Source: an optimization exercise on an open RTL-to-GDS flow (aim: small area and a short achievable clock period). Production flows keep margins and buffers that such runs may drop. At most, simulation tests tie the RTL to the original design; equivalence was not proved. No functional check of the RTL was part of runs 1 to 3 and 6. Power is estimated from default activity; no workload was simulated.

==> design.v <==
module wfd (
    input  wire        clk,
    input  wire        rst,
    input  wire        start,
    input  wire        s_end,
    input  wire        s_valid,
    input  wire [15:0] s_data,
    input  wire [15:0] cfg_vhigh,
    input  wire [15:0] cfg_vlow,
    input  wire        cfg_reverse,
    input  wire        cfg_invert,
    input  wire        cfg_verbose,
    output wire        s_ready,
    output wire        done,
    output wire        err,
    output wire [1:0]  err_code,
    output wire [2:0]  phase,
    output wire        b_valid,
    output wire [7:0]  b_data,
    output wire        sym_valid,
    output wire        sym,
    output wire [15:0] pre_start,
    output wire [15:0] pre_size,
    output wire [15:0] pre_end,
    output wire [15:0] short_dur,
    output wire [15:0] long_dur,
    output wire [15:0] byte_count,
    output wire        diag_sat,
    output wire        start_seen,
    output wire [2:0]  bitcnt,
    output wire [15:0] run
);
    localparam [2:0] IDLE = 3'd0, PH1 = 3'd1, PH2 = 3'd2, PH3 = 3'd3,
                     DONE = 3'd4, ERR = 3'd5;
    localparam [1:0] E_NONE = 2'd0, E_CAL = 2'd1, E_INPUT = 2'd2, E_RANGE = 2'd3;
    reg [2:0]  ph_q;
    reg [1:0]  ec_q;
    reg [15:0] vhx_q, vlx_q;           
    reg        rev_q, inv_q;
    reg [15:0] pst_q, psz_q, pend_q;
    reg        cal_q;                  
    reg [12:0] q11_q;
    reg [3:0]  r11_q;
    reg [14:0] q3_q;
    reg [1:0]  r3_q;
    reg [15:0] run_q;
    reg        ss_q;
    reg [7:0]  acc_q;
    reg [2:0]  bc_q;
    reg [15:0] bcnt_q;
    reg        dsat_q;
    reg        bv_q, sv_q;
    reg [7:0]  bd_q;
    wire [15:0] sx = {~s_data[15], s_data[14:0]};
    wire        in_ph1 = (ph_q == PH1);
    wire        in_ph2 = (ph_q == PH2);
    wire        in_ph3 = (ph_q == PH3);
    wire [16:0] hsum = {1'b0, sx} + {1'b0, ~vhx_q} + {16'd0, in_ph1};
    wire        hi = hsum[16];
    wire        lo = (sx <= vlx_q);
    wire        pst_max = &pst_q;
    wire        psz_max = &psz_q;
    wire        run_max = &run_q;
    wire        run_nz  = |run_q;
    wire        bcnt_max = &bcnt_q;
    wire [16:0] end_sum = {1'b0, pst_q} + {1'b0, psz_q};
    wire        cal_bad = (q11_q == 13'd0);           
    wire [18:0] run5 = {1'b0, run_q, 2'b00} + {3'b000, run_q} + {17'd0, r3_q};
    wire        is_short = run5 < {3'b000, psz_q};
    wire        symbol = ~(is_short ^ rev_q);
    wire [7:0]  acc_n = {acc_q[6:0], symbol};
    wire [7:0]  acc_r = {acc_n[0], acc_n[1], acc_n[2], acc_n[3],
                         acc_n[4], acc_n[5], acc_n[6], acc_n[7]};
    reg [2:0]  ph_n;
    reg [1:0]  ec_n;
    reg [15:0] pst_n, psz_n, pend_n, run_n, bcnt_n;
    reg        cal_n;
    reg [12:0] q11_n;
    reg [3:0]  r11_n;
    reg [14:0] q3_n;
    reg [1:0]  r3_n;
    reg        ss_n, dsat_n, bv_n, sv_n;
    reg [7:0]  acc_n_q, bd_n;
    reg [2:0]  bc_n;
    reg        do2;
    always @(*) begin
        ph_n   = ph_q;   ec_n  = ec_q;
        pst_n  = pst_q;  psz_n = psz_q; pend_n = pend_q; cal_n = cal_q;
        q11_n  = q11_q;  r11_n = r11_q; q3_n = q3_q; r3_n = r3_q;
        run_n  = run_q;  bcnt_n = bcnt_q;
        ss_n   = ss_q;   dsat_n = dsat_q;
        acc_n_q = acc_q; bd_n = bd_q; bc_n = bc_q;
        bv_n   = 1'b0;   sv_n = 1'b0;
        do2    = 1'b0;
        if (s_valid) begin
            if (in_ph1) begin
                if (hi) begin
                    if (pst_max) dsat_n = 1'b1;
                    else pst_n = pst_q + 16'd1;
                end else begin
                    ph_n = PH2;
                    do2  = 1'b1;
                end
            end
            if (in_ph2) do2 = 1'b1;
            if (do2) begin
                if (lo) begin
                    if (psz_max) begin
                        ph_n = ERR;
                        ec_n = E_RANGE;
                    end else begin
                        psz_n = psz_q + 16'd1;
                        if (r11_q == 4'd10) begin
                            r11_n = 4'd0;
                            q11_n = q11_q + 13'd1;
                        end else begin
                            r11_n = r11_q + 4'd1;
                        end
                        if (r3_q == 2'd2) begin
                            r3_n = 2'd0;
                            q3_n = q3_q + 15'd1;
                        end else begin
                            r3_n = r3_q + 2'd1;
                        end
                    end
                end else begin
                    cal_n  = 1'b1;
                    pend_n = end_sum[16] ? 16'hffff : end_sum[15:0];
                    if (end_sum[16]) dsat_n = 1'b1;
                    if (cal_bad) begin
                        ph_n = ERR;
                        ec_n = E_CAL;
                    end else begin
                        ph_n = PH3;
                    end
                end
            end
            if (in_ph3) begin
                if (hi) begin
                    if (!run_max) run_n = run_q + 16'd1;
                end else if (run_nz) begin
                    sv_n = 1'b1;
                    run_n = 16'd0;
                    acc_n_q = acc_n;
                    if (!ss_q) begin
                        ss_n = 1'b1;
                    end else begin
                        if (bc_q == 3'd7) begin
                            bd_n = inv_q ? acc_r : acc_n;
                            bv_n = 1'b1;
                            bc_n = 3'd0;
                            if (bcnt_max) dsat_n = 1'b1;
                            else bcnt_n = bcnt_q + 16'd1;
                        end else begin
                            bc_n = bc_q + 3'd1;
                        end
                    end
                end
            end
        end
        if (s_end) begin
            case (ph_n)
                PH1: begin
                    ph_n = ERR;
                    ec_n = (pst_n == 16'd0) ? E_INPUT : E_CAL;
                end
                PH2: begin
                    ph_n = ERR;
                    ec_n = E_CAL;
                end
                PH3: ph_n = DONE;
                default: ;
            endcase
        end
    end
    always @(posedge clk) begin
        if (rst || start) begin
            ph_q   <= rst ? IDLE : PH1;
            ec_q   <= E_NONE;
            pst_q  <= 16'd0; psz_q <= 16'd0; pend_q <= 16'd0; cal_q <= 1'b0;
            q11_q  <= 13'd0; r11_q <= 4'd0; q3_q <= 15'd0; r3_q <= 2'd0;
            run_q  <= 16'd0; bcnt_q <= 16'd0;
            ss_q   <= 1'b0; dsat_q <= 1'b0;
            acc_q  <= 8'd0; bd_q <= 8'd0; bc_q <= 3'd0;
            bv_q   <= 1'b0; sv_q <= 1'b0;
        end else begin
            ph_q   <= ph_n;   ec_q  <= ec_n;
            pst_q  <= pst_n;  psz_q <= psz_n; pend_q <= pend_n; cal_q <= cal_n;
            q11_q  <= q11_n;  r11_q <= r11_n; q3_q <= q3_n; r3_q <= r3_n;
            run_q  <= run_n;  bcnt_q <= bcnt_n;
            ss_q   <= ss_n;   dsat_q <= dsat_n;
            acc_q  <= acc_n_q; bd_q <= bd_n; bc_q <= bc_n;
            bv_q   <= bv_n;   sv_q <= sv_n;
        end
        if (start) begin
            vhx_q <= {~cfg_vhigh[15], cfg_vhigh[14:0]};
            vlx_q <= {~cfg_vlow[15], cfg_vlow[14:0]};
            rev_q <= cfg_reverse; inv_q <= cfg_invert;
        end
    end
    assign s_ready    = in_ph1 | in_ph2 | in_ph3;
    assign done       = (ph_q == DONE);
    assign err        = (ph_q == ERR);
    assign err_code   = ec_q;
    assign phase      = ph_q;
    assign b_valid    = bv_q;
    assign b_data     = bd_q;
    assign sym_valid  = sv_q;
    assign sym        = acc_q[0];
    assign pre_start  = pst_q;
    assign pre_size   = psz_q;
    assign pre_end    = pend_q;
    assign short_dur  = {3'd0, q11_q & {13{cal_q}}};
    assign long_dur   = {1'd0, q3_q & {15{cal_q}}};
    assign byte_count = bcnt_q;
    assign diag_sat   = dsat_q;
    assign start_seen = ss_q;
    assign bitcnt     = bc_q;
    assign run        = run_q;
endmodule
==> flow/run.sh <==
#!/bin/bash
# Standard layout (the standard.sh) with these changes to how it is made:
# - plain buf_2 cells on the input and output ports, instead of the default
#   delay buffers;
# - no mapping of adders to full/half-adder cells before ABC (ADDER_MAP_FILE
#   empty), so ABC maps all of the logic;
# - timing repair that aims for more setup slack than the clock period needs
#   (flow/margin.txt, ns), so that the layout reaches a shorter period.
set -o pipefail
MARGIN=$(cat flow/margin.txt 2>/dev/null || echo 8)
EXTRA=$(cat flow/extra.txt 2>/dev/null || true)
echo 'export BUFFER_PORTS_ARGS = -buffer_cell sky130_fd_sc_hd__buf_2' >> config.mk
bash standard.sh ADDER_MAP_FILE= SETUP_SLACK_MARGIN=$MARGIN $EXTRA finish > standard.log 2>&1
==> flow/margin.txt <==
7.7
==> standard.sh <==
#!/bin/bash
# synth_recipe.tcl (not shown) runs the flow's synth.tcl, then flattens the netlist and writes it again
# the make line also repeats each setting of config.mk as NAME=value (left out here)
make -C /OpenROAD-flow-scripts/flow DESIGN_CONFIG=/design/flow/config.mk WORK_HOME=/design/flow/orfs CLKGATE_MAP_FILE= SYNTH_SCRIPT=/design/flow/synth_recipe.tcl "${@:-finish}"
==> config.mk <==
export PLATFORM = sky130hd
export DESIGN_NAME = wfd
export DESIGN_NICKNAME = wfd
export VERILOG_FILES = /design/flow/design.v
export SDC_FILE = /design/flow/constraint.sdc
export NUM_CORES = 4
export LEC_CHECK = 0
export ABC_AREA = 1
export CAP_MARGIN = 20
export CORE_MARGIN = 2
export CORE_UTILIZATION = 55
export CTS_BUF_LIST = sky130_fd_sc_hd__clkbuf_4 sky130_fd_sc_hd__clkbuf_8
export PLACE_DENSITY = 0.75
export SLEW_MARGIN = 20
export BUFFER_PORTS_ARGS = -buffer_cell sky130_fd_sc_hd__buf_2
==> constraint.sdc <==
create_clock -name core_clock -period 12.0 [get_ports {clk}]
set_input_delay 2.4000 -clock core_clock [delete_from_list [all_inputs] [get_ports {clk}]]
set_output_delay 2.4000 -clock core_clock [all_outputs]
set_load 0.01 [all_outputs]
==> results of run 1 <==
## cells in the final DEF, fill, tap and decap left out, drive strengths merged, types with 2 or more instances in the layout
| master | netlist | final |
|---|---|---|
| clkinv | 2 | 4 |
| bufinv | 0 | 3 |
| a41oi | 2 | 2 |
| nand3b | 8 | 8 |
| nand3 | 98 | 98 |
| clkbuf | 19 | 20 |
| and2 | 4 | 4 |
| dfxtp | 142 | 142 |
| and3 | 2 | 2 |
| nor3b | 3 | 3 |
| buf | 11 | 203 |
| a21oi | 121 | 121 |
| a31oi | 7 | 7 |
| nor2 | 224 | 224 |
| o22ai | 7 | 7 |
| nor4 | 17 | 17 |
| o21a | 2 | 2 |
| xor2 | 23 | 23 |
| nand4 | 30 | 30 |
| o21bai | 4 | 4 |
| a211oi | 5 | 5 |
| nor3 | 48 | 48 |
| xnor2 | 16 | 16 |
| inv | 270 | 276 |
| o21ai | 101 | 101 |
| nand2 | 494 | 494 |
| edfxtp | 34 | 34 |
| conb | 1 | 4 |
| or2 | 3 | 3 |
## what timing repair did
action,in CTS,in global routing
resized for setup,1,19
pin swaps,0,7
setup buffers,0,14
endpoints found under the setup margin,2,54
## worst reg2reg max path, cell delays in order (launching register included)
cell and delay [ns]:
dfxtp_1 0.39, nand2_1 0.17, inv_1 0.05, nor2_1 0.24, nand2_1 0.14, nor2_1 0.25
nand3_1 0.19, nand3_1 0.10, nand2_1 0.07, nand3_1 0.08, nand2_1 0.07, nor2_1 0.14
nand2_1 0.07, nor2_1 0.08, nand2_1 0.08, nand4_1 0.18, nand3_1 0.12, nand2_1 0.08
nand2_1 0.04
## metrics by stage
stage	util, %	hold slack [ns]	setup WS, ns
after floorplan	-	0.458	7.82
after global placement	61.9	0.434	7.22
after detailed placement	61.9	0.439	7.17
after CTS	64.2	0.460	7.74
after global routing	65.1	0.474	7.64
final	65.1	0.454	7.82
## cell families after synthesis
kind of cell / synth area share [%]
buf+inv: 10.7
xor+xnor: 3.14
simple gates: 37.8
flops: 35.5
compound gates: 12.8
other cells: 0.0345
## final cells by class
cell class,instances,share of cell area (%)
clock buffers,20,2.12
flip-flops and latches,176,30.5
inverters,272,8.08
repair buffers,203,8.38
well taps,265,2.62
clock inverters,12,1.35
multi-input cells,1230,47.0
## worst paths after layout
| check | start | to | slack, ns | cells past startpoint |
|---|---|---|---|---|
| max | s_data[7] | bcnt_q[14] | 7.82 | 17 |
| min | bd_q[0] | bd_q[0] | 0.45 | 2 |
| max reg2reg | run_q[9] | bd_q[0] | 9.39 | 18 |
| min reg2reg | bd_q[0] | bd_q[0] | 0.45 | 2 |
## power by group
| group | internal [W] | leakage [nW] | switching (W) | total (W) |
|---|---|---|---|---|
| Combinational | 0.0000364 | 4.25 | 0.0000662 | 0.000103 |
| Sequential | 0.000615 | 1.48 | 0.00000814 | 0.000623 |
| Clock | 0.000225 | 0.226 | 0.000235 | 0.000461 |
## flip-flops by register name, summed over array words and instances (netlist names), 2 cells and up
register / count
acc_q: 7
run_q: 16
r3_q: 2
pend_q: 16
bd_q: 8
ec_q: 2
psz_q: 16
q3_q: 15
bc_q: 3
vlx_q: 16
q11_q: 13
bcnt_q: 16
vhx_q: 16
ph_q: 3
r11_q: 4
pst_q: 16
## routing by layer
metal | part of all wire, % | up-vias | global-route usage, %
met1 | 44 | 5064 | 34.4
li1 | - | 5851 | -
met3 | 6.3 | 51 | 4.11
met4 | 2.4 | 0 | 9.30
met2 | 47 | 330 | 46.3
met5 | 0 | - | 0
==> metrics.md, run 1 <==
| Metric | Value |
|---|---|
| Mapped Cells | between 1.5k and 2k |
| Most frequent cells after synthesis | 476 x nand2_1, 260 x inv_1, 209 x nor2_1, 142 x dfxtp_1, 117 x a21oi_1 |
| Die ar. | between 20,000 and 25,000 um2 |
| Post-synth ARST share | 0% |
| HP Class | reg -> reg |
| Std-Cell Rows | 51 |
| Ports | approximately 190 |
| CTS Hold Bufs | 0 |
| WS Path Type | in -> reg |
| CTS root buf | clkbuf_8 |
| Avg WL per Cell | around 13 um |
| Starting Density | a little under three fifths |
| Synth Cell Area | ~11,000 um2 |
| Setup_tns | 0 ns |
| Slew @ Worst Pin | roughly 0.81 ns |
| Nets | between 1.5k and 2k |
| Placed instance area | approximately 12,000 um2 |
| Vias in the first global route | 9,846 |
| Crit-path max cell delay | between 0.2 and 0.3 ns |
| Clock Latency Late Sink | 0.48 ns |
| Layout cells sized above 1 | approximately 16% |
| Non-Filler Instances | 2,178 |
| CORE AREA | ~19,000 um2 |
| Synth cell types | 57 |
| Largest net degree at the start of global routing | 57 |
| Post-synth EDFFs | 34 |
| Fill count | between 1.5k and 2k |
| Drt pass-1 iters | 5 |
| # Max-Cap Violations | 0 |
| Area of the multi-input gates | between 5000 and 6000 um2 |
| TritonCTS Buffers | 17 |
| Clock-pin slew on the worst setup and hold paths | around 0.09 ns |
| Leak | approximately 6 nW |
| Count leader, synth | nand2_1 |
| CTS H-tree depth | 4 |
| Sequential area share after synthesis | 35.5% |
| Final ANT Viol Nets | 0 |
| Min Tclk post-route | between 4 and 5 ns |
| Cell mode on critical path | nand2_1 |
| Crit-path slowest cell | nand3b_4 |
| Design Area, Final | 12,700 um2 |
| Top Family by Delay on Critical Path | simple AND/OR/NAND/NOR gates |
| Storage cell area | approximately 3900 um2 |
| Post-synth top area share | between 20% and 30% |
| Gr usage total | 26.9% |
| 1st-iter DRT viols | 796 |
| Final Setup Violations | 0 |
| Final Wtd Congestion | about 0.9 |
| Die H | around 140 um |
| Longest Clk Path Bufs | 2 |
| Routed via count | roughly 11k |
| Area Overhead vs Synth | 16.5% |
| Global-route wire length before repair | ~45,000 um |
| DRC Markers | 0 |
| Crit path cell chain | buf_2 -> inv_1 -> nand2_1 -> nand2_1 -> o21ai_0 -> a21oi_1 -> nand2_1 -> nand2_4 -> nand2_8 -> nor2_4 -> nand2_4 -> nor2_4 -> nand3_1 -> nand3b_4 -> nor2_1 -> nand2_1 -> and3_1 |
| Max VDD drop | between 0.00006 and 0.00007 V |
| Ranking of synthesized cells by area | dfxtp_1 26%, nand2_1 16%, edfxtp_1 9.4% |
| Worst slew margin | between 40 and 50% |
| Outcome | timing/DRC/antenna clean |
| Max FO, Critical Path | 11 |
| Die X | 145 um |
| Final antenna diode count | 0 |
| Total Wirelength | about 28,000 um |
| Clk sinks | roughly 180 |
| CP Capture Type | register |
| Via density | between 5 and 6 |
| Dpl cells | 2,132 |
| Cell accounting for the most synthesized area | dfxtp_1 |
| Worst Path Required | between 10 and 15 ns |
| Avg Inst Size Synth | ~6.4 um2 |
| #FFs+latches synth | 176 |
| Port Buffer Count | 186 |
| Yosys warning count | 1 |
| CP Data Arrival Time | between 4 and 5 ns |
| Buf/Inv on CP | 2 |
| Overall Power | between 0.001 and 0.0015 W |
| Fmax | 0.239 GHz |
| Primary FF master, synth | dfxtp_1 |
| Final period util | approximately a third |
| PwrDens | roughly 94 nW/um2 |
| Max-slew violations | 0 |
| Startpoint Class | primary input |
| Layout Skew | 0.0192 ns |
| TritonCTS clock tree | yes |
| RSZ-0062 raised after global routing | yes |
| Initial antenna violation count | 0 |
| Final hold violations | 0 |
| GRT Residual Overflow | 0 |
| Dpl hpwl | 21,600 um |
==> run 2, diff against run 1 <==
--- a/design.v
+++ b/design.v
@@ -51,3 +51,3 @@
     reg        dsat_q;
-    reg        bv_q, sv_q;
+    reg        bv_q, sv_q, sy_q;
     reg [7:0]  bd_q;
@@ -57,5 +57,31 @@
     wire        in_ph3 = (ph_q == PH3);
-    wire [16:0] hsum = {1'b0, sx} + {1'b0, ~vhx_q} + {16'd0, in_ph1};
-    wire        hi = hsum[16];
-    wire        lo = (sx <= vlx_q);
+    function [1:0] cmp_tree;           
+        input [15:0] a, b;
+        reg   [15:0] g, l;
+        reg   [7:0]  g1, l1;
+        reg   [3:0]  g2, l2;
+        reg   [1:0]  g3, l3;
+        integer k;
+        begin
+            g = a & ~b;
+            l = ~a & b;
+            for (k = 0; k < 8; k = k + 1) begin
+                g1[k] = g[2*k+1] | (~l[2*k+1] & g[2*k]);
+                l1[k] = l[2*k+1] | (~g[2*k+1] & l[2*k]);
+            end
+            for (k = 0; k < 4; k = k + 1) begin
+                g2[k] = g1[2*k+1] | (~l1[2*k+1] & g1[2*k]);
+                l2[k] = l1[2*k+1] | (~g1[2*k+1] & l1[2*k]);
+            end
+            for (k = 0; k < 2; k = k + 1) begin
+                g3[k] = g2[2*k+1] | (~l2[2*k+1] & g2[2*k]);
+                l3[k] = l2[2*k+1] | (~g2[2*k+1] & l2[2*k]);
+            end
+            cmp_tree = {g3[1] | (~l3[1] & g3[0]), l3[1] | (~g3[1] & l3[0])};
+        end
+    endfunction
+    wire [1:0]  ch = cmp_tree(sx, vhx_q);
+    wire [1:0]  cl = cmp_tree(sx, vlx_q);
+    wire        hi = in_ph1 ? ~ch[0] : ch[1];    
+    wire        lo = ~cl[1];                     
     wire        pst_max = &pst_q;
@@ -81,3 +107,3 @@
     reg [1:0]  r3_n;
-    reg        ss_n, dsat_n, bv_n, sv_n;
+    reg        ss_n, dsat_n, bv_n, sv_n, sy_n;
     reg [7:0]  acc_n_q, bd_n;
@@ -91,3 +117,3 @@
         ss_n   = ss_q;   dsat_n = dsat_q;
-        acc_n_q = acc_q; bd_n = bd_q; bc_n = bc_q;
+        acc_n_q = acc_q; bd_n = bd_q; bc_n = bc_q; sy_n = sy_q;
         bv_n   = 1'b0;   sv_n = 1'b0;
@@ -141,5 +167,5 @@
                 end else if (run_nz) begin
+                    sy_n = symbol;
                     sv_n = 1'b1;
                     run_n = 16'd0;
-                    acc_n_q = acc_n;
                     if (!ss_q) begin
@@ -147,2 +173,3 @@
                     end else begin
+                        acc_n_q = acc_n;
                         if (bc_q == 3'd7) begin
@@ -183,3 +210,3 @@
             ss_q   <= 1'b0; dsat_q <= 1'b0;
-            acc_q  <= 8'd0; bd_q <= 8'd0; bc_q <= 3'd0;
+            acc_q  <= 8'd0; bd_q <= 8'd0; bc_q <= 3'd0; sy_q <= 1'b0;
             bv_q   <= 1'b0; sv_q <= 1'b0;
@@ -191,6 +218,9 @@
             ss_q   <= ss_n;   dsat_q <= dsat_n;
-            acc_q  <= acc_n_q; bd_q <= bd_n; bc_q <= bc_n;
+            acc_q  <= acc_n_q; bd_q <= bd_n; bc_q <= bc_n; sy_q <= sy_n;
             bv_q   <= bv_n;   sv_q <= sv_n;
         end
-        if (start) begin
+        if (rst) begin
+            vhx_q <= 16'h8000; vlx_q <= 16'h8000;
+            rev_q <= 1'b0; inv_q <= 1'b0;
+        end else if (start) begin
             vhx_q <= {~cfg_vhigh[15], cfg_vhigh[14:0]};
@@ -208,3 +238,3 @@
     assign sym_valid  = sv_q;
-    assign sym        = acc_q[0];
+    assign sym        = sy_q;
     assign pre_start  = pst_q;
==> run 2 against run 1 <==
Sequential cell count rose by 1. Non-clock buffer count rose by 14. Synthesized cell count rose by 0.41%. Clock power fell by about 10%. Global-route usage rose by 0.54 points. First-iteration DRC count fell by 34%. Via count fell by 1.2%. Critical endpoint is now ec_q[0].
==> metrics.md, run 2 <==
| Metric | Value |
|---|---|
| Clock Latency Late Sink | 0.47 ns |
| CP Capture Type | register |
| Post-synth EDFFs | 0 |
| Sequential area share after synthesis | between 30% and 40% |
| Most common cell after layout, fill and taps aside | nand2_1 |
| Most frequent cells after synthesis | 422 x nand2_1, 278 x inv_1, 245 x nor2_1, 177 x dfxtp_1, 131 x a21oi_1 |
| Fmax | about 0.23 GHz |
| Most frequent cells in the layout | 390 x nand2_1, 264 x inv_1, 228 x nor2_1 |
| Total Wirelength | ~29,000 um |
| Layout Skew | 0.0137 ns |
| Leak | around 6.1 nW |
| # Max-Cap Violations | 0 |
| Initial antenna violation count | 3 |
| Ports | approximately 190 |
| Largest net degree at the start of global routing | 63 |
| Avg WL per Cell | around 13 um |
| Startpoint Class | primary input |
| Ranking of synthesized cells by area | dfxtp_1 34%, nand2_1 15%, inv_1 9.9% |
| CP Data Arrival Time | around 4.7 ns |
| Hold WS | 0.459 ns |
| Starting Density | a little under three fifths |
| Cell mode on critical path | nand2_4 |
| Yosys warning count | 1 |
| Layout cells sized above 1 | about a fifth |
| Max-slew violations | 0 |
| Gr usage total | between 20 and 30% |
| HP Class | reg -> reg |
| Std-Cell Rows | 50 |
| Dpl hpwl | approximately 21,000 um |
| TritonCTS clock tree | yes |
| Vias in the first global route | between 9k and 10k |
| Max FO, Critical Path | 5 |
| RR Endpoint | bd_q[0] |
| Avg Inst Size Synth | approximately 6.2 um2 |
| Overall Power | 0.00116 W |
| Drt pass-1 iters | 5 |
| HP Start | bd_q[7] |
| Primary FF master, synth | dfxtp_1 |
| Synth cell types | 54 |
| Longest Clk Path Bufs | 2 |
| Port Buffer Count | about 190 |
| Final Setup Violations | 0 |
| Setup_tns | 0 ns |
| Count leader, synth | nand2_1 |
| Via density | between 5 and 6 |
| Post-synth top area share | 33.6% |
| Crit-path slowest cell | or2_4 |
| Synth Cell Area | around 11,000 um2 |
| Nets | 1,966 |
| Die H | 142 um |
| CTS root buf | clkbuf_8 |
| Worst Path Required | between 10 and 15 ns |
| Min Tclk post-route | around 4.3 ns |
| Die ar. | slightly above 20,000 um2 |
| Crit path cell chain | buf_6 -> or2_4 -> nand2_4 -> nand2_4 -> nor2_4 -> nor2_4 -> a21oi_4 -> nand2_4 -> nand2_8 -> buf_4 -> o21ai_0 -> o21ai_1 -> nand3_2 -> nor2_2 -> nand2_1 -> nor2_1 -> nand4_1 -> and2_1 |
| Final Wtd Congestion | between 0.8 and 0.9 |
| Final core utilization | between 60% and 70% |
| CORE AREA | 18,800 um2 |
| Mapped Cells | around 1.7k |
| Global-route wire length before repair | roughly 45,000 um |
| DRC Markers | 0 |
| RSZ-0062 raised after global routing | yes |
| Hold Path End | bd_q[7] |
| Worst slew margin | between 40% and 50% |
| Placed instance area | approximately 12,000 um2 |
| Clk sinks | 177 |
| Outcome | timing/DRC/antenna clean |
| Design Area, Final | 12,700 um2 |
| Die X | between 100 and 150 um |
| Slew @ Worst Pin | 0.830 ns |
| Area Overhead vs Synth | 20.5% |
| TritonCTS Buffers | 17 |
| Cell accounting for the most synthesized area | dfxtp_1 |
| Post-synth ARST share | 0% |
| GRT Residual Overflow | 0 |
| Max VDD drop | 0.0000754 V |
| #FFs+latches synth | roughly 180 |
| Reg2Reg Depth | 19 |
| Final hold violations | 0 |
| Routed via count | approximately 11k |
| CTS H-tree depth | 4 |
| Critical R2R Launch | run_q[0] |
| Clock-pin slew on the worst setup and hold paths | ~0.09 ns |
| PwrDens | between 90 and 100 nW/um2 |
| Flop-to-flop setup slack | ~9.0 ns |
| Final period util | 35.8% |
| CTS Hold Bufs | 0 |
| Crit-path max cell delay | between 0.2 and 0.3 ns |
| 1st-iter DRT viols | around 530 |
| WS Path Type | in -> reg |
| Start point of the critical path | s_data[15] |
| WHS Path Cells | 2 |
| Final ANT Viol Nets | 0 |
-- run 2: timing repair --
| item | in CTS | in global routing |
|---|---|---|
| cloned | 0 | 1 |
| setup buffers | 7 | 20 |
| endpoints found under the hold margin | 0 | 0 |
| resized for setup | 10 | 129 |
| setup endpoints to repair | 52 | 86 |
| pin swaps | 5 | 53 |
-- run 2: report_power, final --
part / total (W) / switching (W) / internal, W
combinational: 0.000144 / 0.0000903 / 0.0000534
sequential: 0.000607 / 0.00000855 / 0.000598
clock: 0.000414 / 0.000223 / 0.000190
total: 0.00116 / 0.000322 / 0.000842
-- run 2: metrics by stage --
stage | instances | worst slack, ns
5_1_grt | 2158 | 7.59
4_1_cts | 2136 | 7.71
2_1_floorplan | 1715 | 7.66
3_3_place_gp | 2097 | 6.88
3_5_place_dp | 2097 | 6.83
6_report | 2159 | 7.71
-- run 2: worst max path at each step --
stage / endpoint / cells past startpoint
finish: ec_q[0] / 18
global route: ec_q[0] / 18
CTS: ec_q[0] / 18
detailed placement: pend_q[6] / 16
global placement: pend_q[14] / 16
floorplan: run_q[14] / 19
-- run 2: final cells by class --
type / count / area [um2]
clock inverters: 10 / 97.6
multi-input cells: 1209 / 6150
repair buffers: 217 / 1210
flip-flops and latches: 177 / 3540
fillers: 1744 / 6070
well taps: 234 / 293
clock buffers: 22 / 297
diodes: 2 / 5.00
inverters: 288 / 1100
-- run 2: kinds of logic after synthesis --
family          share of synthesized area (%)
xor+xnor                                 2.58
other cells                            0.0356
mux                                     0.380
compound gates                           14.7
buf+inv                                  12.1
simple gates                             36.6
flops                                    33.6
-- run 2: per-layer routing --
| metal | up-vias | global-route usage [%] | routed length [um] |
|---|---|---|---|
| met5 | - | 0 | 13 |
| met4 | 2 | 12.2 | 906 |
| met3 | 63 | 5.65 | 1760 |
| met2 | 299 | 44.5 | 13200 |
| met1 | 4973 | 35.2 | 12600 |
| li1 | 5828 | - | - |
-- run 2: critical path, delay by kind of cell --
kind,cells,cell delay [ns]
AND/OR/NAND/NOR,13,1.57
buffers and inverters,2,0.24
AO/OA/AOI/OAI,3,0.44
==> run 3, diff against run 2 <==
--- a/design.v
+++ b/design.v
@@ -57,31 +57,7 @@
     wire        in_ph3 = (ph_q == PH3);
-    function [1:0] cmp_tree;           
-        input [15:0] a, b;
-        reg   [15:0] g, l;
-        reg   [7:0]  g1, l1;
-        reg   [3:0]  g2, l2;
-        reg   [1:0]  g3, l3;
-        integer k;
-        begin
-            g = a & ~b;
-            l = ~a & b;
-            for (k = 0; k < 8; k = k + 1) begin
-                g1[k] = g[2*k+1] | (~l[2*k+1] & g[2*k]);
-                l1[k] = l[2*k+1] | (~g[2*k+1] & l[2*k]);
-            end
-            for (k = 0; k < 4; k = k + 1) begin
-                g2[k] = g1[2*k+1] | (~l1[2*k+1] & g1[2*k]);
-                l2[k] = l1[2*k+1] | (~g1[2*k+1] & l1[2*k]);
-            end
-            for (k = 0; k < 2; k = k + 1) begin
-                g3[k] = g2[2*k+1] | (~l2[2*k+1] & g2[2*k]);
-                l3[k] = l2[2*k+1] | (~g2[2*k+1] & l2[2*k]);
-            end
-            cmp_tree = {g3[1] | (~l3[1] & g3[0]), l3[1] | (~g3[1] & l3[0])};
-        end
-    endfunction
-    wire [1:0]  ch = cmp_tree(sx, vhx_q);
-    wire [1:0]  cl = cmp_tree(sx, vlx_q);
-    wire        hi = in_ph1 ? ~ch[0] : ch[1];    
-    wire        lo = ~cl[1];                     
+    wire        gh, lh, gl, ll;
+    wfd_cmp16 u_cmph (.a(sx), .b(vhx_q), .g(gh), .l(lh));
+    wfd_cmp16 u_cmpl (.a(sx), .b(vlx_q), .g(gl), .l(ll));
+    wire        hi = in_ph1 ? ~lh : gh;    
+    wire        lo = ~gl;                  
     wire        pst_max = &pst_q;
@@ -250 +226,33 @@
 endmodule
+module wfd_cmp16 (
+    input  wire [15:0] a,
+    input  wire [15:0] b,
+    output wire        g,
+    output wire        l
+);
+    wire [3:0] g4, l4;
+    wfd_cmp4 u0 (.a(a[3:0]),   .b(b[3:0]),   .g(g4[0]), .l(l4[0]));
+    wfd_cmp4 u1 (.a(a[7:4]),   .b(b[7:4]),   .g(g4[1]), .l(l4[1]));
+    wfd_cmp4 u2 (.a(a[11:8]),  .b(b[11:8]),  .g(g4[2]), .l(l4[2]));
+    wfd_cmp4 u3 (.a(a[15:12]), .b(b[15:12]), .g(g4[3]), .l(l4[3]));
+    wfd_cmb4 u4 (.gi(g4), .li(l4), .g(g), .l(l));
+endmodule
+module wfd_cmp4 (
+    input  wire [3:0] a,
+    input  wire [3:0] b,
+    output wire       g,
+    output wire       l
+);
+    wire [3:0] gi = a & ~b;
+    wire [3:0] li = ~a & b;
+    wfd_cmb4 u (.gi(gi), .li(li), .g(g), .l(l));
+endmodule
+module wfd_cmb4 (
+    input  wire [3:0] gi,
+    input  wire [3:0] li,
+    output wire       g,
+    output wire       l
+);
+    assign g = gi[3] | (~li[3] & (gi[2] | (~li[2] & (gi[1] | (~li[1] & gi[0])))));
+    assign l = li[3] | (~gi[3] & (li[2] | (~gi[2] & (li[1] | (~gi[1] & li[0])))));
+endmodule
==> flow/margin.txt (replaced) <==
7.8
--- a/config.mk
+++ b/config.mk
@@ -11,5 +11,4 @@
 export CORE_UTILIZATION = 55
-export CTS_BUF_LIST = sky130_fd_sc_hd__clkbuf_4 sky130_fd_sc_hd__clkbuf_8
-export PLACE_DENSITY = 0.75
 export SLEW_MARGIN = 20
+export SYNTH_HIERARCHICAL = 1
 export BUFFER_PORTS_ARGS = -buffer_cell sky130_fd_sc_hd__buf_2
==> run 3 against run 2 <==
Largest power group unchanged. Critical path type unchanged. Clock-buffer cell count is 5 lower. Largest cell class unchanged. Register-to-register slack got worse by 0.06 ns. Still clean on timing, DRC and antenna. Routed wire length up 13%. Clock skew rose by 0.00092 ns. Design area up 14%. Sequential cell count unchanged.
==> metrics.md, run 3 <==
| Metric | Value |
|---|---|
| CORE AREA | 20,100 um2 |
| Avg Inst Size Synth | around 6 um2 |
| Dpl hpwl | 22,200 um |
| Comb power frac | a little over 10% |
| Leak | 7.57 nW |
| Worst slew margin | 41.4% |
| TritonCTS clock tree | yes |
| Largest net degree at the start of global routing | 70 |
| Layout cells sized above 1 | 23.3% |
| Clk sinks | ~180 |
| Via density | approximately 5.0 |
| TritonCTS Buffers | 17 |
| DRT met1 WL | ~14,000 um |
| Top sig layer | met5 |
| CP Data Arrival Time | 5.00 ns |
| Dpl cells | between 2k and 2.5k |
| Clock power frac | around 44% |
| WS Path Type | in -> reg |
| Yosys warning count | 7 |
| Vias in the first global route | around 11k |
| Non-Filler Instances | around 2.4k |
| CTS Hold Bufs | 0 |
| Critical R2R Launch | pst_q[0] |
| Final hold violations | 0 |
| DRC Markers | 0 |
| Longest Clk Path Bufs | 2 |
| Crit-path slowest cell | buf_12 |
| Clock-pin slew on the worst setup and hold paths | around 0.07 ns |
| Avg WL per Cell | 13.2 um |
| 1st-iter DRT viols | approximately 700 |
| RSZ-0062 raised after global routing | yes |
| Clock Latency Late Sink | about 0.44 ns |
| GRT Residual Overflow | 0 |
| Most common cell after layout, fill and taps aside | nand2_1 |
| Initial antenna violation count | 5 |
| Start point of the critical path | s_data[5] |
| HP Start | sy_q |
| NetSw | around 0.00036 W |
| HP Class | reg -> reg |
| CP Capture Type | register |
| Std-Cell Rows | 52 |
| Nets | 2,213 |
| Most frequent cells in the layout | 454 x nand2_1, 329 x inv_1, 291 x nor2_1 |
| Total Wirelength | 32,300 um |
| Max VDD drop | approximately 0.00011 V |
| Reg2Reg Depth | 18 |
| Area of the multi-input gates | 6710 um2 |
| Synth Cell Area | 11,200 um2 |
| Area Overhead vs Synth | 29.3% |
| Met2 routed WL | around 15,000 um |
| Mapped Cells | around 1.9k |
| Die H | roughly 150 um |
| CTS H-tree depth | 4 |
| Drt pass-1 iters | 5 |
| Layout Skew | 0.0146 ns |
| Min Tclk post-route | 4.64 ns |
| Seq pwr share | between 40% and 50% |
| Gr usage total | between 20 and 30% |
| Outcome | timing/DRC/antenna clean |
| Crit-path max cell delay | about 0.14 ns |
| Die X | between 100 and 150 um |
| Final ANT Viol Nets | 0 |
| Max-slew violations | 0 |
| Internal power | 0.000968 W |
| Final period util | 38.7% |
| CTS root buf | clkbuf_16 |
| Worst Path Required | between 10 and 15 ns |
| Switch share | 27.3% |
| Cell mode on critical path | nand2_1 |
| Slew @ Worst Pin | 0.877 ns |
| Fill count | 1,737 |
| Startpoint Class | primary input |
| Max FO, Critical Path | 5 |
| Wire length on met3 | approximately 1900 um |
| PwrDens | 92.0 nW/um2 |
| Routed via count | ~12k |
| Port Buffer Count | roughly 190 |
| WHS Path Cells | 2 |
| Final Wtd Congestion | between 0.9 and 1 |
| Storage cell area | between 3000 and 4000 um2 |
| Starting Density | a little under three fifths |
| Die ar. | approximately 22,000 um2 |
| Fmax | ~0.22 GHz |
| Ports | between 150 and 200 |
| Final Setup Violations | 0 |
| Global-route wire length before repair | 51,600 um |
| Setup_tns | 0 ns |
| # Max-Cap Violations | 0 |
==> run 3: area by class of cell <==
class	count	area share [%]
antenna	2	0.0346
clock buffer	17	2.94
clock inverter	15	1.31
inverter	371	9.90
multi-input combinational	1308	46.4
sequential	177	24.5
tap	270	2.33
timing repair buffer	281	12.6
timing repair inverter	1	0.0519
==> run 3: repair_timing <==
item / in CTS / in global routing
endpoints found under the setup margin: 100 / 156
pin swaps: 47 / 71
buffers inserted: 64 / 26
cloned: 2 / 0
gates resized for setup: 108 / 101
==> run 3: worst max-delay path: cells and delay by family <==
family	cells	cell delay [ns]
and+or+nand+nor	23	1.87
buffers and inverters	7	0.54
AOI/OAI and AO/OA	1	0.13
==> run 3: worst paths after layout <==
path	end	slack (ns)
hold reg to reg	sy_q	0.45
hold / removal	sy_q	0.45
setup reg to reg	ec_q[1]	8.94
setup / recovery	ec_q[1]	7.36
==> run 3: power groups by stage <==
stage	sequential, W	clock (W)	combinational, W
final	0.000607	0.000590	0.000135
after global routing	0.000609	0.000619	0.000152
after CTS	0.000607	0.000597	0.000127
after detailed placement	0.000621	0	0.000107
after global placement	0.000620	0	0.000105
after floorplan	0.000619	0	0.0000761
==> run 3: layer usage <==
| metal | up-vias | GRT usage [%] |
|---|---|---|
| met2 | 339 | 49.9 |
| met4 | 6 | 9.47 |
| met1 | 5499 | 36.6 |
| li1 | 6390 | - |
| met3 | 63 | 5.97 |
| met5 | - | 0 |
==> run 3: per-stage QoR <==
stage          hold slack [ns]  utilization (%)  total power (W)  setup slack (ns)  cell area (um2)
2_1_floorplan            0.448                -         0.000695              7.35            11300
3_3_place_gp             0.438             61.7         0.000726              6.67            12400
3_5_place_dp             0.443             61.7         0.000728              6.63            12400
4_1_cts                  0.456             69.3          0.00133              7.35            13900
5_1_grt                  0.479             72.0          0.00138              7.13            14500
6_report                 0.453             72.0          0.00133              7.36            14500
==> run 4, diff against run 3 <==
--- a/design.v
+++ b/design.v
@@ -57,7 +57,5 @@
     wire        in_ph3 = (ph_q == PH3);
-    wire        gh, lh, gl, ll;
-    wfd_cmp16 u_cmph (.a(sx), .b(vhx_q), .g(gh), .l(lh));
-    wfd_cmp16 u_cmpl (.a(sx), .b(vlx_q), .g(gl), .l(ll));
-    wire        hi = in_ph1 ? ~lh : gh;    
-    wire        lo = ~gl;                  
+    wire [16:0] hsum = {1'b0, sx} + {1'b0, ~vhx_q} + {16'd0, in_ph1};
+    wire        hi = hsum[16];
+    wire        lo = (sx <= vlx_q);
     wire        pst_max = &pst_q;
@@ -226,33 +224 @@
 endmodule
-module wfd_cmp16 (
-    input  wire [15:0] a,
-    input  wire [15:0] b,
-    output wire        g,
-    output wire        l
-);
-    wire [3:0] g4, l4;
-    wfd_cmp4 u0 (.a(a[3:0]),   .b(b[3:0]),   .g(g4[0]), .l(l4[0]));
-    wfd_cmp4 u1 (.a(a[7:4]),   .b(b[7:4]),   .g(g4[1]), .l(l4[1]));
-    wfd_cmp4 u2 (.a(a[11:8]),  .b(b[11:8]),  .g(g4[2]), .l(l4[2]));
-    wfd_cmp4 u3 (.a(a[15:12]), .b(b[15:12]), .g(g4[3]), .l(l4[3]));
-    wfd_cmb4 u4 (.gi(g4), .li(l4), .g(g), .l(l));
-endmodule
-module wfd_cmp4 (
-    input  wire [3:0] a,
-    input  wire [3:0] b,
-    output wire       g,
-    output wire       l
-);
-    wire [3:0] gi = a & ~b;
-    wire [3:0] li = ~a & b;
-    wfd_cmb4 u (.gi(gi), .li(li), .g(g), .l(l));
-endmodule
-module wfd_cmb4 (
-    input  wire [3:0] gi,
-    input  wire [3:0] li,
-    output wire       g,
-    output wire       l
-);
-    assign g = gi[3] | (~li[3] & (gi[2] | (~li[2] & (gi[1] | (~li[1] & gi[0])))));
-    assign l = li[3] | (~gi[3] & (li[2] | (~gi[2] & (li[1] | (~gi[1] & li[0])))));
-endmodule
==> flow/run.sh (replaced) <==
#!/bin/bash
# Standard layout (the standard.sh) with these changes to how it is made:
# - synthesis is the standard flow's script, except that its final ABC mapping runs
#   flow/abc.script (an area-recovering mapping) instead of ORFS's script,
#   and adders are left to ABC (ADDER_MAP_FILE empty);
# - plain buf_2 cells on the input and output ports, instead of the default
#   delay buffers;
# - timing repair that aims for more setup slack than the clock period needs
#   (flow/margin.txt, ns), so that the layout reaches a shorter period.
# Each tool's output goes to the ORFS logs; make's output to standard.log.
set -o pipefail
W=$PWD
MARGIN=$(cat flow/margin.txt 2>/dev/null || echo 8)
echo 'export BUFFER_PORTS_ARGS = -buffer_cell sky130_fd_sc_hd__buf_2' >> config.mk
{
  head -n 1 synth_recipe.tcl
  cat <<EOT
proc abc {args} {
  set i [lsearch -exact \$args -script]
  if {\$i >= 0} {
    set args [lreplace \$args \$i [expr {\$i + 1}] -script $W/flow/abc.script]
  }
  yosys abc {*}\$args
}
EOT
  tail -n +2 synth_recipe.tcl
} > flow_synth.tcl
bash standard.sh SYNTH_SCRIPT=$W/flow_synth.tcl ADDER_MAP_FILE= SETUP_SLACK_MARGIN=$MARGIN finish > standard.log 2>&1
==> flow/abc.script (new file) <==
&get -n
&st
&dch
&nf
&put
topo
stime -c
buffer -c
upsize -c
dnsize -c
--- a/config.mk
+++ b/config.mk
@@ -10,5 +10,4 @@
 export CORE_MARGIN = 2
-export CORE_UTILIZATION = 55
+export CORE_UTILIZATION = 40
 export SLEW_MARGIN = 20
-export SYNTH_HIERARCHICAL = 1
 export BUFFER_PORTS_ARGS = -buffer_cell sky130_fd_sc_hd__buf_2
==> run 4 against run 3 <==
Via count down 21%. Largest cell class unchanged. Still clean. Sequential share of layout area up 2.3 points. Critical endpoint is now psz_q[10]. Combinational power up 3%. Utilization down 17 points. Synthesized cell count down 34%. Setup slack worse by 0.30 ns.
==> metrics.md, run 4 <==
| Metric | Value |
|---|---|
| Vias in the first global route | between 8k and 9k |
| Clock-pin slew on the worst setup and hold paths | 0.07 ns |
| Area Overhead vs Synth | 34.9% |
| WHS Path Cells | 2 |
| Routed via count | ~9.8k |
| Final core utilization | a little over half |
| WS Path Type | in -> reg |
| CTS Hold Bufs | 0 |
| Buf/Inv on CP | 4 |
| Min Tclk post-route | between 4 and 5 ns |
| Most frequent cells in the layout | 181 x buf_2, 176 x dfxtp_1, 151 x nor2_1 |
| #FFs+latches synth | 177 |
| Nets | approximately 1.5k |
| Final ANT Viol Nets | 0 |
| Final Wtd Congestion | between 0.8 and 0.9 |
| # Max-Cap Violations | 0 |
| Gr usage total | 22.2% |
| RSZ-0062 raised after global routing | yes |
| Via density | roughly 5.4 |
| Flop-to-flop setup slack | about 8 ns |
| TritonCTS Buffers | 17 |
| TritonCTS clock tree | yes |
| Cell mode on critical path | buf_6 |
| Primary FF master, synth | dfxtp_1 |
| Port Buffer Count | between 150 and 200 |
| Synth cell types | 65 |
| Crit-path slowest cell | nor4b_4 |
| Setup_tns | 0 ns |
| Layout Skew | roughly 0.014 ns |
| Final Setup Violations | 0 |
| Fmax | 0.202 GHz |
| Longest Clk Path Bufs | 2 |
| Global-route wire length before repair | 46,300 um |
| Count leader, synth | dfxtp_1 |
| Largest net degree at the start of global routing | between 80 and 90 |
| HP Start | bd_q[7] |
| Post-synth ARST share | 0% |
| Std-Cell Rows | 57 |
| Post-synth EDFFs | 0 |
| Final period util | between 40 and 50% |
| Non-Filler Instances | roughly 1.8k |
| Die ar. | 25,800 um2 |
| CP Data Arrival Time | roughly 5.3 ns |
| Clk sinks | between 150 and 200 |
| Total Wirelength | 30,100 um |
| Critical R2R Launch | run_q[4] |
| CTS root buf | clkbuf_16 |
| PwrDens | between 100 and 150 nW/um2 |
| Avg Inst Size Synth | roughly 8 um2 |
| Clock Latency Late Sink | 0.44 ns |
| Initial antenna violation count | 3 |
| Worst slew margin | between 30 and 40% |
| CTS H-tree depth | 4 |
| Ranking of synthesized cells by area | dfxtp_1 36%, nor2_1 6.0%, xnor2_1 5.4% |
| Sequential area share after synthesis | 36.1% |
| Starting Density | 40.6% |
| Final hold violations | 0 |
| Drt pass-1 iters | 5 |
| Avg WL per Cell | between 15 and 20 um |
| Mapped Cells | 1,241 |
| GRT Residual Overflow | 0 |
| Hold Path End | bd_q[7] |
| Max FO, Critical Path | 5 |
| Reg2Reg Depth | 12 |
| Dpl cells | 1,680 |
| Ports | approximately 190 |
| Top Family by Delay on Critical Path | simple AND/OR/NAND/NOR gates |
| Max VDD drop | just over 0.00009 V |
| Crit-path max cell delay | between 0.2 and 0.3 ns |
| Startpoint Class | primary input |
| Cell accounting for the most synthesized area | dfxtp_1 |
| Layout cells sized above 1 | between 30% and 40% |
| Die X | between 150 and 200 um |
| Yosys warning count | 1 |
| Dpl hpwl | between 15,000 and 20,000 um |
| Synth Cell Area | roughly 10000 um2 |
| Most frequent cells after synthesis | 177 x dfxtp_1, 158 x nor2_1, 100 x a21oi_1, 87 x o21ai_0, 79 x nand2_1 |
| CORE AREA | between 20,000 and 25,000 um2 |
| RR Endpoint | bd_q[0] |
| Worst Path Required | ~12 ns |
| DRC Markers | 0 |
| Max-slew violations | 0 |
| Post-synth top area share | between 30% and 40% |
| Leak | 5.44 nW |
| Most common cell after layout, fill and taps aside | buf_2 |
| HP Class | reg -> reg |
| 1st-iter DRT viols | around 600 |
| Die H | ~160 um |
| Crit path cell chain | buf_8 -> nand2b_4 -> a221oi_2 -> o221ai_1 -> a21o_1 -> a211oi_4 -> buf_6 -> a31oi_2 -> nor4b_4 -> buf_6 -> buf_6 -> and4_4 -> nand3_1 -> nor4_4 -> nor2_1 -> a211oi_1 |
| Slew @ Worst Pin | between 0.9 and 1 ns |
| Outcome | timing/DRC/antenna clean |
| CP Capture Type | register |
-- run 4: per-stage QoR --
step / power, W / instance area, um2 / hold slack [ns] / setup WS (ns)
finish: 0.00133 / 13200 / 0.481 / 7.06
global route: 0.00138 / 13200 / 0.503 / 6.91
CTS: 0.00132 / 12500 / 0.476 / 7.11
detailed placement: 0.000713 / 11100 / 0.460 / 5.80
global placement: 0.000712 / 11100 / 0.462 / 5.83
floorplan: 0.000682 / 10100 / 0.451 / 6.96
-- run 4: cells by family after synthesis --
kind of cell | after synthesis | synth area share (%)
fa+ha+maj | 5 | 0.510
flops | 177 | 36.1
compound gates | 291 | 17.5
other cells | 1 | 0.0382
simple gates | 509 | 26.6
buf+inv | 111 | 4.61
mux | 38 | 3.87
xor+xnor | 109 | 10.7
-- run 4: per-layer routing --
layer	wire length (um)	vias to the layer above	global-route usage (%)
met5	0	-	0
met4	411	0	6.22
met3	1780	26	5.19
met2	14200	237	35.9
met1	13700	4683	29.7
li1	-	4824	-
-- run 4: layout make-up --
class / count / area [um2]
multi-input cells: 960 / 6750
repair buffers: 272 / 1810
diodes: 2 / 5.00
fillers: 2258 / 10900
clock inverters: 13 / 171
clock buffers: 19 / 433
flip-flops and latches: 177 / 3540
well taps: 324 / 405
inverters: 33 / 124
-- run 4: repair_timing --
| action | CTS | global route |
|---|---|---|
| buffers inserted | 49 | 31 |
| resized for setup | 110 | 97 |
| pin swaps | 27 | 36 |
| cloned | 2 | 4 |
| setup endpoints to repair | 121 | 140 |
-- run 4: how the worst max path moves through the flow --
| stage | startpoint | to | slack, ns | depth (start not counted) |
|---|---|---|---|---|
| detailed placement | s_data[0] | ec_q[1] | 5.80 | 13 |
| global placement | s_data[0] | ec_q[1] | 5.83 | 13 |
| CTS | s_data[0] | bcnt_q[14] | 7.11 | 14 |
| global route | s_data[0] | psz_q[10] | 6.91 | 16 |
| floorplan | s_data[0] | q3_q[10] | 6.96 | 14 |
| finish | s_data[0] | psz_q[10] | 7.06 | 16 |
-- run 4: power breakdown --
part / total [W] / leakage (nW) / switching, W / internal, W
Sequential: 0.000607 / 1.43 / 0.0000106 / 0.000596
Clock: 0.000582 / 0.289 / 0.000265 / 0.000317
Combinational: 0.000139 / 3.72 / 0.0000755 / 0.0000631
-- run 4: tightest hold or removal path, delay by kind of cell (launching register included) --
family	cells	cell delay (ns)
compound gates	1	0.05
flops	1	0.33
simple gates	1	0.06
==> run 5, diff against run 4 <==
==> flow/abc.script (replaced) <==
&get -n
&st
&dch
&nf -R 1000
&put
topo
stime -c
buffer -c
upsize -c
dnsize -c
==> run 5 against run 4 <==
Sequential power hardly changed. Sequential cell count stayed put. Synthesized cell count down 6.0%. Clock skew up 0.0026 ns. Register-to-register slack worse by 0.22 ns. Routed wire length shrank 6.8%.
==> metrics.md, run 5 <==
| Metric | Value |
|---|---|
| Outcome | timing/DRC/antenna clean |
| CORE AREA | roughly 23,000 um2 |
| TritonCTS Buffers | 17 |
| Port Buffer Count | 186 |
| Mux contribution to synthesized area | 4.26% |
| Synth Cell Area | 9170 um2 |
| Nets | ~1.5k |
| Dpl hpwl | around 18,000 um |
| CTS Hold Bufs | 0 |
| Dpl cells | roughly 1.6k |
| Post-synth ARST share | 0% |
| Non-Filler Instances | between 1.5k and 2k |
| Setup_tns | 0 ns |
| Clock Latency Late Sink | 0.43 ns |
| Mapped Cells | ~1.2k |
| Final period util | between 40% and 50% |
| Sequential area share after synthesis | approximately 39% |
| Global-route wire length before repair | 43,000 um |
| Count leader, synth | dfxtp_1 |
| Die X | 155 um |
| Die ar. | about 24,000 um2 |
| Primary FF master, synth | dfxtp_1 |
| Crit-path max cell delay | 0.26 ns |
| Synth cell types | a little over 70 |
| Yosys warning count | 1 |
| Synth Area in Compound Gates | 17.5% |
| Fill count | about 2k |
| CTS H-tree depth | 4 |
| Avg WL per Cell | 16.1 um |
| Area Overhead vs Synth | 43.8% |
| Synth Area in XOR/XNOR | roughly 7.5% |
| PwrDens | slightly below 100 nW/um2 |
| CP Capture Type | register |
| CP Data Arrival Time | roughly 5.6 ns |
| Routed via count | between 9k and 10k |
| TritonCTS clock tree | yes |
| Final Setup Violations | 0 |
| Crit-path slowest cell | a211oi_4 |
| Std-Cell Rows | 55 |
| Die H | roughly 160 um |
| Slew @ Worst Pin | roughly 1.2 ns |
| Ports | approximately 190 |
| Final Wtd Congestion | ~0.83 |
| Total Wirelength | around 28,000 um |
| Initial antenna violation count | 0 |
| Longest Clk Path Bufs | 2 |
| Final antenna diode count | 0 |
| DRC Markers | 0 |
| Final hold violations | 0 |
| Clock-pin slew on the worst setup and hold paths | 0.07 ns |
| Min Tclk post-route | about 5.3 ns |
| Leak | around 5.6 nW |
| Post-synth top area share | between 30% and 40% |
| GRT Residual Overflow | 0 |
| Via density | 5.30 |
| Vias in the first global route | 8,515 |
| CTS root buf | clkbuf_16 |
| Worst slew margin | a little over a fifth |
| Area share of and/or/nand/nor cells after synthesis | between 20 and 30% |
| Gr usage total | between 20% and 30% |
| Worst Path Required | 12.33 ns |
| Final core utilization | 58.4% |
| Startpoint Class | primary input |
| # Max-Cap Violations | 0 |
| Largest net degree at the start of global routing | slightly below 60 |
| Final ANT Viol Nets | 0 |
| HP Class | reg -> reg |
| Most frequent cells after synthesis | 177 x dfxtp_1, 155 x nor2_1, 108 x a21oi_1, 105 x nand2_1, 74 x o21ai_0 |
| WS Path Type | in -> reg |
| Largest family of logic cells by synthesized area | simple AND/OR/NAND/NOR gates |
| Most frequent cells in the layout | 179 x buf_2, 176 x dfxtp_1, 141 x nor2_1 |
| Cell mode on critical path | and3_4 |
| Layout Skew | 0.0163 ns |
| Ranking of synthesized cells by area | dfxtp_1 39%, nor2_1 6.3%, a21oi_1 5.9% |
| Max FO, Critical Path | 4 |
| Avg Inst Size Synth | roughly 7.9 um2 |
| Cell accounting for the most synthesized area | dfxtp_1 |
| Layout cells sized above 1 | about 38% |
| Max-slew violations | 0 |
| Max VDD drop | between 0.00008 and 0.00009 V |
| Fmax | ~0.19 GHz |
| Clk sinks | 177 |
| Crit path cell chain | buf_8 -> nand2b_1 -> buf_4 -> buf_4 -> buf_4 -> buf_4 -> nand2_1 -> nand2_1 -> a31oi_4 -> a211oi_4 -> nand3_2 -> o31a_4 -> nor2b_4 -> nand2_2 -> nor2_4 -> and3_4 -> and3_4 -> and2_4 -> and3_4 -> and3_4 -> and3_4 -> a21oi_2 -> o21a_1 |
| Starting Density | between 40 and 50% |
| Adder-cell share of the synthesized area | less than 1% |
| Most common cell after layout, fill and taps aside | buf_2 |
| Post-synth EDFFs | 0 |
| Drt pass-1 iters | 5 |
| 1st-iter DRT viols | roughly 450 |
| RSZ-0062 raised after global routing | yes |
| #FFs+latches synth | ~180 |
==> run 5: changes by cell type after synthesis, moves of 9 or more <==
cell / previous run / this run
buf_2: 14 / 4
nand2_1: 79 / 105
xor2_1: 42 / 21
nor3_1: 56 / 46
and4_1: 20 / 6
inv_1: 33 / 23
nand2b_1: 11 / 20
a31oi_1: 25 / 11
o21ai_0: 87 / 74
==> run 5: power by group <==
group | switching [W] | leakage [nW] | internal, W
logic | 0.0000710 | 3.90 | 0.0000678
clock network | 0.000267 | 0.283 | 0.000283
registers | 0.0000106 | 1.43 | 0.000596
total | 0.000348 | 5.61 | 0.000947
==> run 5: repair_timing <==
action,in CTS,in global routing
gates resized for setup,155,126
gates cloned,2,3
pin swaps,65,46
buffers inserted,83,35
hold endpoints to repair,0,0
endpoints found under the setup margin,134,142
==> run 5: area by class of cell <==
type                    count  area (um2)  share of cell area [%]
flip-flops and latches    177        3540                    26.9
multi-input cells         910        6340                    48.1
clock buffers              19         443                    3.36
clock inverters            13         139                    1.05
well taps                 285         357                    2.71
inverters                  23        93.8                   0.712
repair buffers            312        2260                    17.2
==> run 5: critical path, delay by kind of cell <==
family | cells | cell delay, ns
buffers and inverters | 5 | 0.48
AO/OA/AOI/OAI | 5 | 0.73
AND/OR/NAND/NOR | 13 | 1.99
==> run 5: through the flow <==
| stage | total power [W] | cell area, um2 | hold WS (ns) | setup WS, ns |
|---|---|---|---|---|
| finish | 0.00130 | 13200 | 0.443 | 6.74 |
| global route | 0.00134 | 13200 | 0.474 | 6.59 |
| CTS | 0.00128 | 12300 | 0.449 | 6.75 |
| detailed placement | 0.000707 | 10500 | 0.437 | 5.62 |
| global placement | 0.000706 | 10500 | 0.431 | 5.67 |
| floorplan | 0.000679 | 9450 | 0.420 | 6.58 |
==> run 5: metal layers <==
layer | track usage, % | share of wire, %
met4 | 5.72 | 2.3
met1 | 28.7 | 45
met2 | 37.6 | 48
met5 | 0 | 0
met3 | 4.21 | 4.3
==> run 5: cell families (layout without fill, tap and decap cells) <==
logic type      count (synthesis)  count (layout)
buf+inv                        85             367
compound gates                272             272
other cells                     1               4
xor+xnor                       79              79
simple gates                  511             513
flops                         177             177
fa+ha+maj                       3               3
mux                            39              39
==> run 5: final timing paths <==
path | from | to | slack (ns) | cells past startpoint
worst max-delay path | s_data[6] | q3_q[11] | 6.74 | 23
worst min-delay path | bd_q[7] | bd_q[7] | 0.44 | 2
worst max register to register | psz_q[6] | psz_q[10] | 7.82 | 17
worst min register to register | bd_q[7] | bd_q[7] | 0.44 | 2
==> run 6, diff against run 5 <==
--- a/design.v
+++ b/design.v
@@ -60,7 +60,41 @@
     wire        lo = (sx <= vlx_q);
-    wire        pst_max = &pst_q;
-    wire        psz_max = &psz_q;
-    wire        run_max = &run_q;
+    function [16:0] inc16;
+        input [15:0] x;
+        input        cin;
+        reg          c;
+        integer      k;
+        begin
+            c = cin;
+            for (k = 0; k < 16; k = k + 1) begin
+                inc16[k] = x[k] ^ c;
+                c = c & x[k];
+            end
+            inc16[16] = c;
+        end
+    endfunction
+    function [16:0] add16;
+        input [15:0] a, b;
+        input        cin;
+        reg          c;
+        integer      k;
+        begin
+            c = cin;
+            for (k = 0; k < 16; k = k + 1) begin
+                add16[k] = a[k] ^ b[k] ^ c;
+                c = (a[k] & b[k]) | (c & (a[k] ^ b[k]));
+            end
+            add16[16] = c;
+        end
+    endfunction
+    wire [16:0] pst_c   = inc16(pst_q, 1'b1);
+    wire [16:0] psz_c   = inc16(psz_q, 1'b1);
+    wire [16:0] run_c   = inc16(run_q, 1'b1);
+    wire [16:0] bcnt_c  = inc16(bcnt_q, 1'b1);
+    wire [16:0] q11_c   = inc16({3'd0, q11_q}, 1'b1);
+    wire [16:0] q3_c    = inc16({1'd0, q3_q}, 1'b1);
+    wire        pst_max = pst_c[16];
+    wire        psz_max = psz_c[16];
+    wire        run_max = run_c[16];
     wire        run_nz  = |run_q;
-    wire        bcnt_max = &bcnt_q;
+    wire        bcnt_max = bcnt_c[16];
     wire [16:0] end_sum = {1'b0, pst_q} + {1'b0, psz_q};
@@ -98,3 +132,3 @@
                     if (pst_max) dsat_n = 1'b1;
-                    else pst_n = pst_q + 16'd1;
+                    else pst_n = pst_c[15:0];
                 end else begin
@@ -111,6 +145,6 @@
                     end else begin
-                        psz_n = psz_q + 16'd1;
+                        psz_n = psz_c[15:0];
                         if (r11_q == 4'd10) begin
                             r11_n = 4'd0;
-                            q11_n = q11_q + 13'd1;
+                            q11_n = q11_c[12:0];
                         end else begin
@@ -120,3 +154,3 @@
                             r3_n = 2'd0;
-                            q3_n = q3_q + 15'd1;
+                            q3_n = q3_c[14:0];
                         end else begin
@@ -139,3 +173,3 @@
                 if (hi) begin
-                    if (!run_max) run_n = run_q + 16'd1;
+                    if (!run_max) run_n = run_c[15:0];
                 end else if (run_nz) begin
@@ -153,3 +187,3 @@
                             if (bcnt_max) dsat_n = 1'b1;
-                            else bcnt_n = bcnt_q + 16'd1;
+                            else bcnt_n = bcnt_c[15:0];
                         end else begin
==> flow/run.sh (replaced) <==
#!/bin/bash
# Standard layout (the standard.sh) with these changes to how it is made:
# - plain buf_2 cells on the input and output ports, instead of the default
#   delay buffers;
# - no mapping of adders to full/half-adder cells before ABC (ADDER_MAP_FILE
#   empty), so ABC maps all of the logic;
# - timing repair that aims for more setup slack than the clock period needs
#   (flow/margin.txt, ns), so that the layout reaches a shorter period.
set -o pipefail
MARGIN=$(cat flow/margin.txt 2>/dev/null || echo 8)
EXTRA=$(cat flow/extra.txt 2>/dev/null || true)
echo 'export BUFFER_PORTS_ARGS = -buffer_cell sky130_fd_sc_hd__buf_2' >> config.mk
bash standard.sh ADDER_MAP_FILE= SETUP_SLACK_MARGIN=$MARGIN $EXTRA finish > standard.log 2>&1
==> flow/margin.txt (replaced) <==
7.5
--- a/config.mk
+++ b/config.mk
@@ -10,3 +10,3 @@
 export CORE_MARGIN = 2
-export CORE_UTILIZATION = 40
+export CORE_UTILIZATION = 55
 export SLEW_MARGIN = 20
removed: flow/abc.script
==> run 6 against run 5 <==
Utilization increased by 8.4 points. Fmax increased by 19%. Routed wire length grew 6.3%. Clock power up 9.1%. Synthesized cell count up 53%. Sequential share of layout area up 1.2 points. Via count increased by 26%. Setup slack improved by 0.85 ns. Register-to-register slack improved by 1.2 ns. Area after synthesis increased by 17%. Total power rose by 1.5%.
==> metrics.md, run 6 <==
| Metric | Value |
|---|---|
| Outcome | timing/DRC/antenna clean |
| Final core utilization | approximately two thirds |
| Design Area, Final | approximately 13,000 um2 |
| Layout cells sized above 1 | between 10% and 20% |
| #FFs+latches synth | about 180 |
| Global-route wire length before repair | 48,200 um |
| Die ar. | a little over 20,000 um2 |
| Fmax | 0.227 GHz |
| Layout Skew | 0.0134 ns |
| Post-synth EDFFs | 0 |
| Sequential area share after synthesis | between 30% and 40% |
| Startpoint Class | primary input |
| CORE AREA | around 19,000 um2 |
| Most frequent cells after synthesis | 456 x nand2_1, 272 x nor2_1, 257 x inv_1, 177 x dfxtp_1, 129 x a21oi_1 |
| Final Setup Violations | 0 |
| Synth cell types | 46 |
| RSZ-0062 raised after global routing | yes |
| 1st-iter DRT viols | 615 |
| Clock-pin slew on the worst setup and hold paths | ~0.070 ns |
| Final hold violations | 0 |
| Count leader, synth | nand2_1 |
| Post-synth top area share | around a third |
| Setup_tns | 0 ns |
| PwrDens | 104 nW/um2 |
| Die X | around 140 um |
| Drt pass-1 iters | 8 |
| Nets | 2,009 |
| Avg WL per Cell | approximately 13 um |
| Largest net degree at the start of global routing | 75 |
| DRC Markers | 0 |
| CTS root buf | clkbuf_16 |
| Min Tclk post-route | between 4 and 5 ns |
| Worst slew margin | between 30% and 40% |
| Post-synth ARST share | 0% |
| CP Data Arrival Time | between 4 and 5 ns |
| Clk sinks | 177 |
| WS Path Type | in -> reg |
| Max FO, Critical Path | 21 |
| Slew @ Worst Pin | between 0.9 and 1 ns |
| Final Wtd Congestion | just under 0.9 |
| Total Wirelength | between 20,000 and 30,000 um |
| Final period util | a little under two fifths |
| HP Class | reg -> reg |
| Std-Cell Rows | 50 |
| Leak | about 6.1 nW |
| Routed via count | about 12k |
| CTS H-tree depth | 4 |
| GRT Residual Overflow | 0 |
| Synth Cell Area | roughly 11,000 um2 |
| Die H | 143 um |
| Gr usage total | 29.0% |
| TritonCTS Buffers | 17 |
| CTS Hold Bufs | 0 |
| WHS Path Cells | 2 |
| Final ANT Viol Nets | 0 |
| Mapped Cells | between 1.5k and 2k |
| Ports | around 190 |
| Crit-path max cell delay | ~0.29 ns |
| Starting Density | a little under three fifths |
| Ranking of synthesized cells by area | dfxtp_1 33%, nand2_1 16%, nor2_1 9.6% |
| TritonCTS clock tree | yes |
| Crit path cell chain | buf_2 -> nand2_1 -> nand4_1 -> nor2_2 -> inv_1 -> nor2_1 -> nand2_4 -> nand2_8 -> nand4_1 -> o21ai_0 -> nand2_1 -> nor2_1 -> nand2_1 -> nor2_1 -> nand3_1 -> nor2_2 -> nor2_1 -> nor2_1 |
| Avg Inst Size Synth | 6.00 um2 |
| Via density | approximately 5.2 |
| Crit-path slowest cell | o21ai_0 |
| Most frequent cells in the layout | 449 x nand2_1, 261 x nor2_1, 254 x inv_1 |
| Longest Clk Path Bufs | 2 |
| Max VDD drop | 0.0000979 V |
| Port Buffer Count | about 190 |
| Cell mode on critical path | nor2_1 |
| Max-slew violations | 0 |
| Worst Path Required | 12.38 ns |
| Dpl hpwl | ~22,000 um |
| Vias in the first global route | approximately 11k |
| Area Overhead vs Synth | 18.1% |
| Reg2Reg Depth | 21 |
| CP Capture Type | register |
| Placed instance area | roughly 12,000 um2 |
| Yosys warning count | 1 |
| Clock Latency Late Sink | roughly 0.45 ns |
| Primary FF master, synth | dfxtp_1 |
| Cell accounting for the most synthesized area | dfxtp_1 |
| # Max-Cap Violations | 0 |
| Most common cell after layout, fill and taps aside | nand2_1 |
| Initial antenna violation count | 1 |
-- run 6: cell count changes after synthesis, moves of 21 or more --
| cell | previous run | this run |
|---|---|---|
| nand2_1 | 105 | 456 |
| inv_1 | 23 | 257 |
| nor2_1 | 155 | 272 |
| nand3_1 | 23 | 95 |
| o21ai_0 | 74 | 127 |
| xnor2_1 | 58 | 6 |
| and2_1 | 42 | 1 |
| mux2i_1 | 39 | 0 |
| a21oi_1 | 108 | 129 |
| and3_1 | 24 | 3 |
-- run 6: cells by family after synthesis --
kind of cell    share of synthesized area (%)
xor+xnor                                 2.87
flops                                    33.2
compound gates                           14.8
simple gates                             37.8
other cells                            0.0351
buf+inv                                  11.4
-- run 6: area by class of cell --
cell class,instances,area (um2)
clock buffer,21,450
timing repair buffer,202,1050
clock inverter,11,168
fill,1900,6270
sequential,177,3540
inverter,263,998
multi-input combinational,1292,6080
tap,260,325
antenna,1,2.50
-- run 6: path summary, 6_finish.rpt --
path	startpoint	endpoint	slack (ns)
setup reg to reg	run_q[1]	run_q[1]	9.06
setup / recovery	s_data[15]	ec_q[1]	7.59
hold reg to reg	bd_q[7]	bd_q[7]	0.46
hold / removal	bd_q[7]	bd_q[7]	0.46
-- run 6: power by group --
part | internal [W] | switching (W)
combinational | 0.0000365 | 0.0000726
clock | 0.000340 | 0.000260
sequential | 0.000598 | 0.00000751
-- run 6: layer usage --
metal	routed length, um	vias up	global-route usage, %
li1	-	6049	-
met1	13400	5171	35.9
met2	13900	306	50.4
met3	1780	54	5.36
met4	773	0	10.4
met5	0	-	0
-- run 6: critical path, delay by kind of cell --
family                 cells  cell delay [ns]
and+or+nand+nor           15             1.89
AOI/OAI and AO/OA          1             0.29
buffers and inverters      2             0.19
-- run 6: repair_timing --
action                                  CTS  global route
pin swaps                                 2             5
gates resized for setup                  11            30
buffers inserted                          3             9
gates cloned                              0             0
endpoints found under the setup margin   88            74
-- run 6: metrics by stage --
stage                     worst slack (ns)  std cells  hold slack (ns)  total power, W
after detailed placement              6.08       2182            0.436        0.000718
after global placement                6.17       2182            0.446        0.000716
after global routing                  7.29       2227            0.474         0.00136
after floorplan                       7.68       1783            0.443        0.000686
final                                 7.59       2227            0.455         0.00131
after CTS                             7.46       2217            0.458         0.00131

afterwards: timing with drivers on the ports:
The flow's constraints put no driver on any port. The routed layouts listed below were extracted and timed again, unchanged, in two steps. Step 1 sets driving cells, clkbuf_16 on the clock port and buf_2 on the other inputs (assumed; they add their load-dependent delay and slew). Step 2 also shifts input and output timing later by t, the mid clock arrival at the registers, as if the neighbouring blocks saw the same clock. Three values: ideal ports, drivers, drivers and shift; two values: the first two.
| run | shift t [ns] | setup WS [ns] | hold slack, ns | worst setup path at the end |
|---|---|---|---|---|
| run 1 | 0.513 | 7.823 / 7.847 / 7.334 | 0.454 / 0.454 / 0.454 | input to register |
| run 2 | 0.501 | 7.708 / 7.715 / 7.214 | 0.459 / 0.459 / 0.459 | input to register |
| run 3 | 0.483 | 7.360 / 7.352 / 6.868 | 0.453 / 0.453 / 0.453 | input to register |
| run 4 | 0.479 | 7.057 / 7.069 / 6.590 | 0.481 / 0.481 / 0.481 | input to register |
| run 5 | 0.473 | 6.739 / 6.746 / 6.273 | 0.443 / 0.443 / 0.443 | input to register |
| run 6 | 0.487 | 7.585 / 7.601 / 7.114 | 0.455 / 0.455 / 0.455 | input to register |
After both steps setup and hold are still met in every run listed. The setup slack of run 2, which loses most, moves by +0.007 ns with the drivers and by -0.494 ns with both steps.
